From an optimization exercise on the open Yosys and OpenROAD flow, aimed at small area and a short achievable clock period; shortcuts taken in it are not production practice.
In this exercise RTL edits were held to simulation tests only and were not proved equivalent to the original.
Power and IR drop assume default switching activity.

== run A ==
## minifloat_pipe
module minifloat_pipe (
    input  wire        clk,
    input  wire        rst,
    input  wire        in_valid,
    input  wire [4:0]  op,
    input  wire [31:0] a,
    input  wire [31:0] b,
    output wire [31:0] y,
    output reg  [1:0]  st,
    output reg         out_valid
);
    localparam ST_OK      = 2'd0;
    localparam ST_ABSENT  = 2'd1;
    localparam ST_ILLEGAL = 2'd2;
    wire [2:0] dab = a[6:4] - b[6:4];
    wire [2:0] dba = b[6:4] - a[6:4];
    wire       bgt = (b[6:4] > a[6:4]);
    reg [4:0]  op_q;
    reg [31:0] a_q;
    reg [7:0]  b_q;
    reg        swp_q;
    reg [2:0]  d_q;
    reg        v1;
    always @(posedge clk) begin
        if (rst) v1 <= 1'b0;
        else     v1 <= in_valid;
        op_q  <= op;
        a_q   <= a;
        b_q   <= b[7:0];
        swp_q <= bgt;
        d_q   <= bgt ? dba : dab;
    end
    wire [7:0] va = a_q[7:0];
    wire [7:0] vb = b_q;
    wire        is_add = (op_q[4:1] == 4'b0110);
    wire [10:0] add_x;
    wire        add_s, add_tie;
    mf_adder u_add (.a(va), .b({vb[7] ^ op_q[0], vb[6:0]}), .swp(swp_q), .d(d_q),
  ...
Size: ~700 cells after synthesis, ~92 flip-flops, about 110 I/O pins, roughly 6100 um^2 of cells after synthesis.
Settings: LEC_CHECK=0, CAP_MARGIN=20, CORE_MARGIN=2, CORE_UTILIZATION=40, SLEW_MARGIN=20; clock period 15.0 ns.
standard.sh (not shown) runs the stock make flow with config.mk's settings and CLKGATE_MAP_FILE= SYNTH_SCRIPT=/design/flow/synth_recipe.tcl, a recipe that flattens the netlist after the stock synthesis.
==> flow/flow/run.sh <==
#!/bin/bash
set -euo pipefail
export BUFFER_PORTS_ARGS="-buffer_cell sky130_fd_sc_hd__buf_2"
bash standard.sh SETUP_SLACK_MARGIN=11 finish > standard.log 2>&1
Both conditions hold for run A: the flow ran to the end and the final layout passed the timing, design-rule and antenna checks.
## Diff of input files: run B against run A
==> flow/flow/run.sh <==
#!/bin/bash
set -euo pipefail
export BUFFER_PORTS_ARGS="-buffer_cell sky130_fd_sc_hd__buf_1"
bash standard.sh SETUP_SLACK_MARGIN=11 finish > standard.log 2>&1
diff --git a/flow/config.mk b/flow/config.mk
--- a/flow/config.mk
+++ b/flow/config.mk
@@ -10 +10,2 @@
-export CORE_UTILIZATION = 40
+export CORE_UTILIZATION = 65
+export CTS_BUF_LIST = sky130_fd_sc_hd__clkbuf_8
Findings:
- Between run A and run B, the insertion delay to the later sink of the worst-skew pair is higher for run B.
- Changes observed in run B relative to run A: final-layout setup total negative slack shows no meaningful change; non-clock buffer count shows an increase of 6; post-layout worst setup margin shows a reduction of 0.093 ns.
- Cmp run B vs run A: switching power of the nets higher in run B
- The critical path depth in run B sits 9 above the value recorded for run A.
- Per the final summary, run B finished and its layout is clean on timing, DRC and antenna.
- Run A finished every stage and its layout cleared the timing, design-rule and antenna checks.
- Of run B and run A, it is run B that has the lower required time of the critical path.
- Between run A and run B, final wirelength increased.
The inputs of run C differ from those of run B as listed below.
diff --git a/flow/config.mk b/flow/config.mk
--- a/flow/config.mk
+++ b/flow/config.mk
@@ -10,2 +10 @@
-export CORE_UTILIZATION = 65
-export CTS_BUF_LIST = sky130_fd_sc_hd__clkbuf_8
+export CORE_UTILIZATION = 40
Between run C and run B, the buffer count from post-CTS setup fixing is lower for run B. Run C ended up with input pin to register as its category of the most critical setup path; run B ended up with register to register. Max total placed cells including tap cells across run C and run B: run C. Fraction of power consumed by the clock network in run C is 5.6 points higher than in run B. Summary of run C over run B: met3 wire length saw a decrease, met1 track utilization from global routing decreased 14 points, routed wire length went down, multi-input logic area flat, number of search-and-repair iterations in the first detailed-routing pass +1.
The following lists how run D was set up differently from run C:
==> flow/flow/run.sh <==
#!/bin/bash
set -euo pipefail
export BUFFER_PORTS_ARGS="-buffer_cell sky130_fd_sc_hd__buf_2"
bash standard.sh SETUP_SLACK_MARGIN=11 finish > standard.log 2>&1
diff --git a/flow/config.mk b/flow/config.mk
--- a/flow/config.mk
+++ b/flow/config.mk
@@ -10,0 +11 @@
+export CTS_BUF_LIST = sky130_fd_sc_hd__clkbuf_8
Notes after the runs:
Critical path depth, run C and run D: higher on run D. [compare] base=run C new=run D: cell area after placement went up by 88 um^2; via density per instance went up 1.5%. Of the two values seen for launch point of the worst path, b[5] was produced by run C and a[5] by run D. STATUS shortest period the worst path allows: run D loses against run C. Area share of buffers outside the clock network | run D above run C. Taking run C as the reference, in run D clock slew seen by the registers of the worst setup and hold paths climbed 0.02 ns, combinational group power barely changed, count of clock buffers in the final design dropped 1, final core utilization barely changed, met3 wire length dropped about 7%.
Modified inputs, run E compared to run D
diff --git a/flow/config.mk b/flow/config.mk
--- a/flow/config.mk
+++ b/flow/config.mk
@@ -10,2 +10 @@
-export CORE_UTILIZATION = 40
-export CTS_BUF_LIST = sky130_fd_sc_hd__clkbuf_8
+export CORE_UTILIZATION = 65
Notes after the runs:
- In run E, the worst clock skew came out 0.0041 ns below the value in run D.
- Delta (run E minus run D): overall fraction of global-route tracks in use grew by 11 points; wire length on met1 lost about 13%; count of clock-buffer cells in the layout decreased 1; worst path setup slack after routing saw a decrease.
- Total length of routed wires: run D vs run E — no meaningful difference
- Across both runs, critical path depth was lower for run E than for run D.
- Sort run D and run E by proportion of power drawn by the clock network, ascending, and run E comes first.

========
The RTL this note starts from:
==> flow/design.v <==
module mf_normalize (
    input  wire [2:0]  e_in,
    input  wire        sat_in,
    input  wire [10:0] m_in,
    output reg  [6:0]  y
);
    reg [2:0]  n;
    reg        big;
    reg [3:0]  w;
    integer    i;
    always @* begin
        n   = 3'd0;
        big = m_in[10];                  
        for (i = 4; i < 10; i = i + 1)
            if (m_in[i]) n = i - 3;
        w = 4'd0;
        for (i = 0; i < 7; i = i + 1)
            if (n == i) w = m_in[i +: 4];
        if (sat_in || big || (n > e_in))
            y = 7'h70;
        else
            y = {e_in - n, w};
    end
endmodule
module mf_adder (
    input  wire [7:0]  a,
    input  wire [7:0]  b,           
    input  wire        swp,
    input  wire [2:0]  d,
    output wire [10:0] x,
    output wire        s,
    output wire        tie
);
    wire       sB = swp ? b[7] : a[7];
    wire       sS = swp ? a[7] : b[7];
    wire [3:0] mB = swp ? b[3:0] : a[3:0];
    wire [3:0] mS = swp ? a[3:0] : b[3:0];
    wire [10:0] xS = {7'd0, mS} << d;
    wire [6:0]  hi = xS[10:4];
    wire [3:0]  lo = xS[3:0];
    wire        hiz = (hi == 7'd0);
    wire        same = (a[7] == b[7]);
    wire [4:0]  ls   = {1'b0, lo} + {1'b0, mB};
    wire [4:0]  ld   = {1'b0, lo} - {1'b0, mB};
    wire [3:0]  t2   = mB - lo;
    wire        bor  = hiz && ld[4];
    wire [10:0] sum  = {hi + {6'd0, ls[4]}, ls[3:0]};
    wire [10:0] dif  = {hi - {6'd0, ld[4]}, ld[3:0]};
    assign tie = !same && hiz && (lo == mB);
    assign x   = same ? sum : (bor ? {7'd0, t2} : dif);
    assign s   = (same || bor) ? sB : sS;
endmodule
module mf_multiplier (
    input  wire [7:0] a,
    input  wire [7:0] b,
    output wire [7:0] p,
    output wire [2:0] e,
    output wire       sat,
    output wire       under,
    output wire       s
);
    wire [3:0] esum = {1'b0, a[6:4]} + {1'b0, b[6:4]};
    wire [3:0] eb   = esum - 4'd2;
    assign s     = a[7] ^ b[7];
    assign p     = a[3:0] * b[3:0];
    assign under = (esum < 4'd2);
    assign sat   = (esum >= 4'd9);
    assign e     = eb[2:0];
endmodule
module mf_converter (
    input  wire [31:0] f,
    output reg  [7:0]  exact_y,
    output reg         exact_absent,
    output reg  [7:0]  approx_y
);
    wire        fs = f[31];
    wire [7:0]  fx = f[30:23];
    wire [22:0] ff = f[22:0];
    wire        xz = (fx == 8'd0);
    wire        is_zero = xz && (ff == 23'd0);
    reg neg;
    integer i;
    always @* begin
        neg = xz || (fx <= 8'd124);
        for (i = 0; i < 23; i = i + 1)
            if (ff[i] && (fx <= 8'd147 - i)) neg = 1'b1;
    end
    wire       z14 = (ff[13:0] == 14'd0);
    reg  [3:0] u;
    always @* begin
        u = 4'd0;
        for (i = 14; i < 23; i = i + 1)
            if (ff[i] && u == 4'd0) u = 23 - i;
    end
    wire       xin  = (fx >= 8'd125) && (fx <= 8'd140);
    wire [3:0] xo   = fx[3:0] - 4'd13;                  
    wire [4:0] eo1  = {1'b0, xo} - {1'b0, u};           
    wire [5:0] eo2  = {2'b0, xo} - {1'b0, u, 1'b0} + 6'd3;   
    wire [3:0] top  = {1'b1, ff[22:20]};
    reg        psat;
    reg  [6:0] pos;
    always @* begin
        psat = eo1[4] || (eo1[3:0] > 4'd6);
        if (u <= 4'd3) begin
            pos  = {eo1[2:0], top >> (2'd3 - u[1:0])};
        end else begin
            if (eo2[5]) psat = 1'b1;
            pos  = {eo2[2:0], top};
        end
        if (!xin || !z14) psat = 1'b1;
    end
    wire [6:0] pres = psat ? 7'h70 : pos;
    reg [6:0] nres;
    always @* begin
        if (xz || fx <= 8'd124) nres = 7'h00;
        else if (fx >= 8'd129)  nres = 7'h70;
        else                    nres = {3'd0, top >> (2'd3 - fx[1:0] + 2'd1)};
    end
    always @* begin
        exact_absent = !is_zero && neg;
        if (is_zero)
            exact_y = {fs, 7'd0};
        else
            exact_y = {fs, pres};
        if (is_zero)
            approx_y = {fs, 7'd0};
        else
            approx_y = {fs, neg ? nres : pres};
    end
endmodule
module mf_tof32 (
    input  wire [7:0]  v,
    output reg  [11:0] y
);
    wire       vs = v[7];
    wire [2:0] ve = v[6:4];
    wire [3:0] vm = v[3:0];
    reg  [1:0] p;
    reg  [2:0] frac;
    always @* begin
        if (vm[3])      p = 2'd3;
        else if (vm[2]) p = 2'd2;
        else if (vm[1]) p = 2'd1;
        else            p = 2'd0;
        case (p)
            2'd3:    frac = vm[2:0];
            2'd2:    frac = {vm[1:0], 1'b0};
            2'd1:    frac = {vm[0], 2'b0};
            default: frac = 3'd0;
        endcase
        if (vm == 4'd0)
            y = {vs, 11'd0};
        else
            y = {vs, 8'd125 + {5'd0, ve} + {6'd0, p}, frac};
    end
endmodule
module minifloat_pipe (
    input  wire        clk,
    input  wire        rst,
    input  wire        in_valid,
    input  wire [4:0]  op,
    input  wire [31:0] a,
    input  wire [31:0] b,
    output wire [31:0] y,
    output reg  [1:0]  st,
    output reg         out_valid
);
    localparam ST_OK      = 2'd0;
    localparam ST_ABSENT  = 2'd1;
    localparam ST_ILLEGAL = 2'd2;
    wire [2:0] dab = a[6:4] - b[6:4];
    wire [2:0] dba = b[6:4] - a[6:4];
    wire       bgt = (b[6:4] > a[6:4]);
    reg [4:0]  op_q;
    reg [31:0] a_q;
    reg [7:0]  b_q;
    reg        swp_q;
    reg [2:0]  d_q;
    reg        v1;
    always @(posedge clk) begin
        if (rst) v1 <= 1'b0;
        else     v1 <= in_valid;
        op_q  <= op;
        a_q   <= a;
        b_q   <= b[7:0];
        swp_q <= bgt;
        d_q   <= bgt ? dba : dab;
    end
    wire [7:0] va = a_q[7:0];
    wire [7:0] vb = b_q;
    wire        is_add = (op_q[4:1] == 4'b0110);
    wire [10:0] add_x;
    wire        add_s, add_tie;
    mf_adder u_add (.a(va), .b({vb[7] ^ op_q[0], vb[6:0]}), .swp(swp_q), .d(d_q),
                    .x(add_x), .s(add_s), .tie(add_tie));
    wire [2:0]  add_e = swp_q ? vb[6:4] : va[6:4];
    wire [7:0] mul_p;
    wire [2:0] mul_e;
    wire       mul_sat, mul_under, mul_s;
    mf_multiplier u_mul (.a(va), .b(vb), .p(mul_p), .e(mul_e), .sat(mul_sat),
                         .under(mul_under), .s(mul_s));
    wire [7:0] xfrom_y, afrom_y;
    wire       xfrom_absent;
    mf_converter u_conv (.f(a_q), .exact_y(xfrom_y), .exact_absent(xfrom_absent),
                         .approx_y(afrom_y));
    reg [10:0] o_d;
    reg [2:0]  ne_d;
    reg        nsat_d, rs_d, rz_d;
    reg [1:0]  cls_d, st_d;
    always @* begin
        o_d    = 11'd0;
        ne_d   = 3'd0;
        nsat_d = 1'b0;
        rs_d   = 1'b0;
        rz_d   = 1'b0;
        cls_d  = 2'd1;
        st_d   = ST_OK;
        case (op_q)
            5'd0:  o_d = 11'd0;
            5'd1:  o_d = 11'h21;
            5'd2:  o_d = {3'd0, a_q[16], a_q[10:8], va[3:0]};
            5'd3:  o_d = {10'd0, va[7]};
            5'd4:  o_d = {8'd0, va[6:4]};
            5'd5:  o_d = {7'd0, va[3:0]};
            5'd6:  o_d = {10'd0, va[7]};
            5'd7:  o_d = {10'd0, ~va[7]};
            5'd8:  o_d = (va[6:0] == 7'd0) ? 11'd0 : (va[7] ? 11'hFF : 11'h01);
            5'd9:  o_d = {10'd0, (va == vb)};
            5'd10: begin
                cls_d  = 2'd0;
                o_d    = {1'b0, a_q[9:0]};
                ne_d   = a_q[26:24];
                nsat_d = (a_q[31:24] >= 8'd7) || (a_q[23:10] != 14'd0);
            end
            5'd11: o_d = {3'd0, va ^ 8'h80};
            5'd12, 5'd13: begin
                cls_d  = 2'd0;
                ne_d   = add_e;
                nsat_d = (add_e == 3'd7);
                rs_d   = add_s && !add_tie;
                rz_d   = add_tie;
            end
            5'd14: begin
                cls_d  = 2'd0;
                o_d    = {3'd0, mul_p};
                ne_d   = mul_e;
                nsat_d = mul_sat;
                rs_d   = mul_s;
                rz_d   = mul_under;
            end
            5'd15: begin
                cls_d  = 2'd2;
                o_d    = {3'd0, va};
            end
            5'd16: begin
                if (xfrom_absent) st_d = ST_ABSENT;
                else              o_d  = {3'd0, xfrom_y};
            end
            5'd17: o_d = {3'd0, afrom_y};
            default: st_d = ST_ILLEGAL;
        endcase
    end
    wire [10:0] x_d = is_add ? add_x : o_d;
    reg [10:0] x_q;
    reg [2:0]  ne_q;
    reg        nsat_q, rs_q, rz_q;
    reg [1:0]  cls_q, st2_q;
    reg        v2;
    always @(posedge clk) begin
        if (rst) v2 <= 1'b0;
        else     v2 <= v1;
        x_q    <= x_d;
        ne_q   <= ne_d;
        nsat_q <= nsat_d;
        rs_q   <= rs_d;
        rz_q   <= rz_d;
        cls_q  <= cls_d;
        st2_q  <= st_d;
    end
    wire [6:0] norm_y;
    mf_normalize u_norm (.e_in(ne_q), .sat_in(nsat_q), .m_in(x_q), .y(norm_y));
    wire [11:0] tof_y;
    mf_tof32 u_tof (.v(x_q[7:0]), .y(tof_y));
    reg [7:0]  r_d;
    reg [11:0] h_d;
    always @* begin
        r_d = 8'd0;
        h_d = 12'd0;
        case (cls_q)
            2'd0:    r_d = rz_q ? {rs_q, 7'd0} : {rs_q, norm_y};
            2'd1:    r_d = x_q[7:0];
            default: h_d = tof_y;
        endcase
    end
    reg [7:0]  r_q;
    reg [11:0] h_q;
    always @(posedge clk) begin
        if (rst) out_valid <= 1'b0;
        else     out_valid <= v2;
        r_q <= r_d;
        h_q <= h_d;
        st  <= st2_q;
    end
    assign y = {h_q, 12'd0, r_q};
endmodule
==> flow/config.mk <==
export PLATFORM = sky130hd
export DESIGN_NAME = minifloat_pipe
export DESIGN_NICKNAME = minifloat_pipe
export VERILOG_FILES = /design/flow/design.v
export SDC_FILE = /design/flow/constraint.sdc
export NUM_CORES = 4
export LEC_CHECK = 0
export CAP_MARGIN = 20
export CORE_MARGIN = 2
export CORE_UTILIZATION = 40
export SLEW_MARGIN = 20
==> flow/constraint.sdc <==
create_clock -name core_clock -period 15.0 [get_ports {clk}]
set_input_delay 3.0000 -clock core_clock [delete_from_list [all_inputs] [get_ports {clk}]]
set_output_delay 3.0000 -clock core_clock [all_outputs]
set_load 0.01 [all_outputs]
run.sh (not shown) runs the stock make flow with config.mk's settings and CLKGATE_MAP_FILE= SYNTH_SCRIPT=/design/flow/synth_recipe.tcl, a recipe that flattens the netlist after the stock synthesis.
Stock flow here: none of the scripts above is used.
Then changed:
==> flow/flow/run.sh (new file) <==
#!/bin/bash
set -euo pipefail
export BUFFER_PORTS_ARGS="-buffer_cell sky130_fd_sc_hd__buf_2"
bash standard.sh SETUP_SLACK_MARGIN=11 finish > standard.log 2>&1
==> flow/standard.sh (new file) <==
#!/bin/bash
# synth_recipe.tcl (not shown) runs the flow's synth.tcl, then flattens the netlist and writes it again
# the make line also repeats each setting of config.mk as NAME=value (left out here)
make -C /OpenROAD-flow-scripts/flow DESIGN_CONFIG=/design/flow/config.mk WORK_HOME=/design/flow/orfs CLKGATE_MAP_FILE= SYNTH_SCRIPT=/design/flow/synth_recipe.tcl "${@:-finish}"
removed: flow/run.sh
The changed run completed without violations.
Power grows by 0.38%.
Count of clock-buffer cells in the layout grows by 1.
Clock skew stays flat.
Worst setup slack gains 0.71 ns.
Final area shrinks by 3.4%.
Sequential power is about the same.
Clock power grows by about 4%.
Register-to-register slack gains 0.45 ns.
Worst hold slack loses 0.0071 ns.
Non-clock buffer count grows by 1.
First-iteration DRC count shrinks by 1.2%.

==> what the ideal ports hide <==
The flow's constraints put no driver on any port. The routed layouts listed below were extracted and timed again, unchanged, in two steps. Step 1: set_driving_cell puts a clkbuf_16 on clk and a buf_2 on each other input, an assumption about the parent block. Step 2 moves the port delays by t, midway between the first and last clock arrival at a register: inputs arrive t later, outputs are due t later. That takes back most of the time a late clock gives input paths. a / b / c = no drivers / after step 1 / after step 2; a / b = the first two.
run | shift t [ns] | setup WS [ns] | worst setup path at the end
run A | 0.383 | 11.090 / 11.100 / 10.717 | input to register
run B | 0.399 | 10.996 / 10.996 / 10.624 | input to register
run C | 0.387 | 11.104 / 11.094 / 10.714 | input to register
run D | 0.400 | 11.082 / 11.091 / 10.690 | input to register
run E | 0.398 | 11.066 / 11.067 / 10.669 | input to register
the first run of note 2 | 0.388 | 10.384 / 10.398 / 10.010 | input to register
the second run of note 2 | 0.389 | 11.095 / 11.105 / 10.717 | input to register
After both steps every run listed still meets setup and hold. For run E, which loses most, drivers alone change the setup slack by +0.001 ns; drivers and shift together by -0.397 ns.
